What follows belongs to an exercise in optimizing a design on an open flow for small area, a short achievable clock period and few clock cycles per item; a production flow would make more cautious choices.
In this exercise RTL edits were held to simulation tests only and were not proved equivalent to the original.
Power figures rest on the tool's default switching activity, not on a simulated workload. No driver is modelled on the clock port, so clocking that relies on it looks cheaper here than on a real chip.

## zinc
Design rpa_pkt, start of the top module:
module rpa_pkt #(
    parameter N = 128,     
    parameter B = 5000     
) (
    input             clk,
    input             rst,
    input             p_req_valid,
    output            p_req_ready,
    input      [31:0] p_req_data,
    output reg        p_rsp_valid,
    output reg [2:0]  p_rsp_status,
    input             c_req_valid,
    output reg        c_req_ready,
    input      [31:0] c_req_data,
    output reg        c_rsp_valid,
    output reg [2:0]  c_rsp_status,
    output reg        tx_enable,
    input             tx_ready,
    output            tx_send,
    output reg [7:0]  tx_data,
    input             tx_complete,
    input             rx_avail,
    output            rx_take,
    input      [7:0]  rx_data,
    input      [7:0]  ts_in
);
    localparam BW = (B <= 1) ? 1 : $clog2(B);
    localparam CW = $clog2(N);           
    localparam OPC_INIT   = 4'h1;
    localparam OPC_STORE  = 4'h2;
    localparam OPC_FLUSH1 = 4'h3;
    localparam OPC_FLUSHB = 4'h4;
    localparam ST_OK       = 3'd0;
    localparam ST_NOT_INIT = 3'd1;
    localparam ST_DISABLED = 3'd2;
    localparam ST_FULL     = 3'd3;
    localparam ST_EMPTY    = 3'd4;
    localparam ST_TIMEOUT  = 3'd5;
    localparam P_IDLE  = 2'd0;
    localparam P_POLL  = 2'd1;
  ...
clock: 10.0 ns
lec_check: 0
abc_clock_period_in_ps: 4000
cap_margin: 20
core_margin: 2
core_utilization: 60
cts_buf_list: sky130_fd_sc_hd__clkbuf_16
cts_cluster_diameter: 90
cts_cluster_size: 36
setup_slack_margin: 5
slew_margin: 20
synth_memory_max_bits: 8192
run.sh (not shown) runs the stock make flow with config.mk's settings and CLKGATE_MAP_FILE= SYNTH_SCRIPT=/design/flow/synth_recipe.tcl, a recipe that flattens the netlist after the stock synthesis.
zinc completed every stage of the flow, and the final layout passed the timing, DRC and antenna checks.
Testbench counts of zinc, summed over its fixed seeds: cycles 13,955, items 1,920.
### zinc -> garnet
==> flow/flow/run.sh (new file) <==
#!/bin/bash
# Standard synthesis unchanged, then the standard layout with a larger
# setup slack margin for the timing repair after CTS and global routing
# and gate sizing not limited to the same cell footprint.
set -euo pipefail
MARGIN=${MARGIN:-5.6}
bash standard.sh synth > synth.log 2>&1
sed "s/CLKGATE_MAP_FILE= /CLKGATE_MAP_FILE= SETUP_SLACK_MARGIN=$MARGIN /" standard.sh > standard_margin.sh
bash standard_margin.sh finish > layout.log 2>&1
==> flow/standard.sh (new file) <==
#!/bin/bash
# synth_recipe.tcl (not shown) runs the flow's synth.tcl, then flattens the netlist and writes it again
# the make line also repeats each setting of config.mk as NAME=value (left out here)
make -C /OpenROAD-flow-scripts/flow DESIGN_CONFIG=/design/flow/config.mk WORK_HOME=/design/flow/orfs CLKGATE_MAP_FILE= SYNTH_SCRIPT=/design/flow/synth_recipe.tcl "${@:-finish}"
--- a/flow/config.mk
+++ b/flow/config.mk
@@ -8 +8 @@
-export ABC_CLOCK_PERIOD_IN_PS = 4000
+export ABC_CLOCK_PERIOD_IN_PS = 1000
@@ -13,3 +13,2 @@
-export CTS_CLUSTER_DIAMETER = 90
-export CTS_CLUSTER_SIZE = 36
-export SETUP_SLACK_MARGIN = 5
+export CTS_CLUSTER_DIAMETER = 80
+export CTS_CLUSTER_SIZE = 30
removed: flow/run.sh
### Flow results
Looking at wire length on met2 across zinc and garnet, the one that comes out lower is zinc.
garnet vs zinc — flip-flop and latch share of the layout cell area dropped 0.83 points.
Summed instance area of the synthesized netlist came out exactly the same in zinc and garnet.
Summary — count of placed standard cells in the final layout, fillers left out, garnet relative to zinc: higher, by 59.
Setup changes, garnet to pepper
--- a/flow/flow/run.sh
+++ b/flow/flow/run.sh
@@ -3,2 +3 @@
-# setup slack margin for the timing repair after CTS and global routing
-# and gate sizing not limited to the same cell footprint.
+# setup slack margin for the timing repair after CTS and global routing.
--- a/flow/config.mk
+++ b/flow/config.mk
@@ -8 +8 @@
-export ABC_CLOCK_PERIOD_IN_PS = 1000
+export ABC_CLOCK_PERIOD_IN_PS = 4000
@@ -11 +11 @@
-export CORE_UTILIZATION = 60
+export CORE_UTILIZATION = 70
==> summary.txt <==
Comparing pepper with garnet, the power spent charging and discharging nets came out essentially unchanged.
Final cell count for pepper is lower than for garnet.
In the flow results for garnet and pepper, the total via count after detailed routing is larger on pepper.
Against garnet, worst hold margin in pepper came out worse.
Compared to garnet, the router laid down more metal wire for pepper.
The standard cells in pepper occupy less silicon area than those in garnet do.
Higher shortest period the worst path allows goes to pepper over garnet.
On multi-input gate count, pepper tracks garnet almost exactly.

## static timing again, ports no longer ideal
How much do the figures lean on ideal ports? The routed layouts below were timed once more, with nothing changed but the port constraints. Step 1, drivers: a clkbuf_16 drives clk and a buf_2 each remaining input, both assumed. Step 2, shift: input delay + t, output delay - t, t = (earliest + latest rising clock arrival at the registers) / 2. This alone moves slack from input paths to output paths. a / b / c = no drivers / after step 1 / after step 2; a / b = the first two.
run | t, ns | slack for setup (ns) | worst setup path at the end | worst data-port slew with drivers (ns) | pins driven straight from the clock port
zinc | 0.933 | 5.091 / 5.062 / 4.320 | input to register | 0.06 | 1
garnet | 0.927 | 5.322 / 5.259 / 4.744 | input to register | 0.09 | 1
pepper | 0.920 | 5.316 / 5.243 / 4.804 | input to register | 0.23 | 1
After both steps setup and hold are still met in every run listed. The setup slack of zinc, which loses most, moves by -0.029 ns with the drivers and by -0.771 ns with both steps.
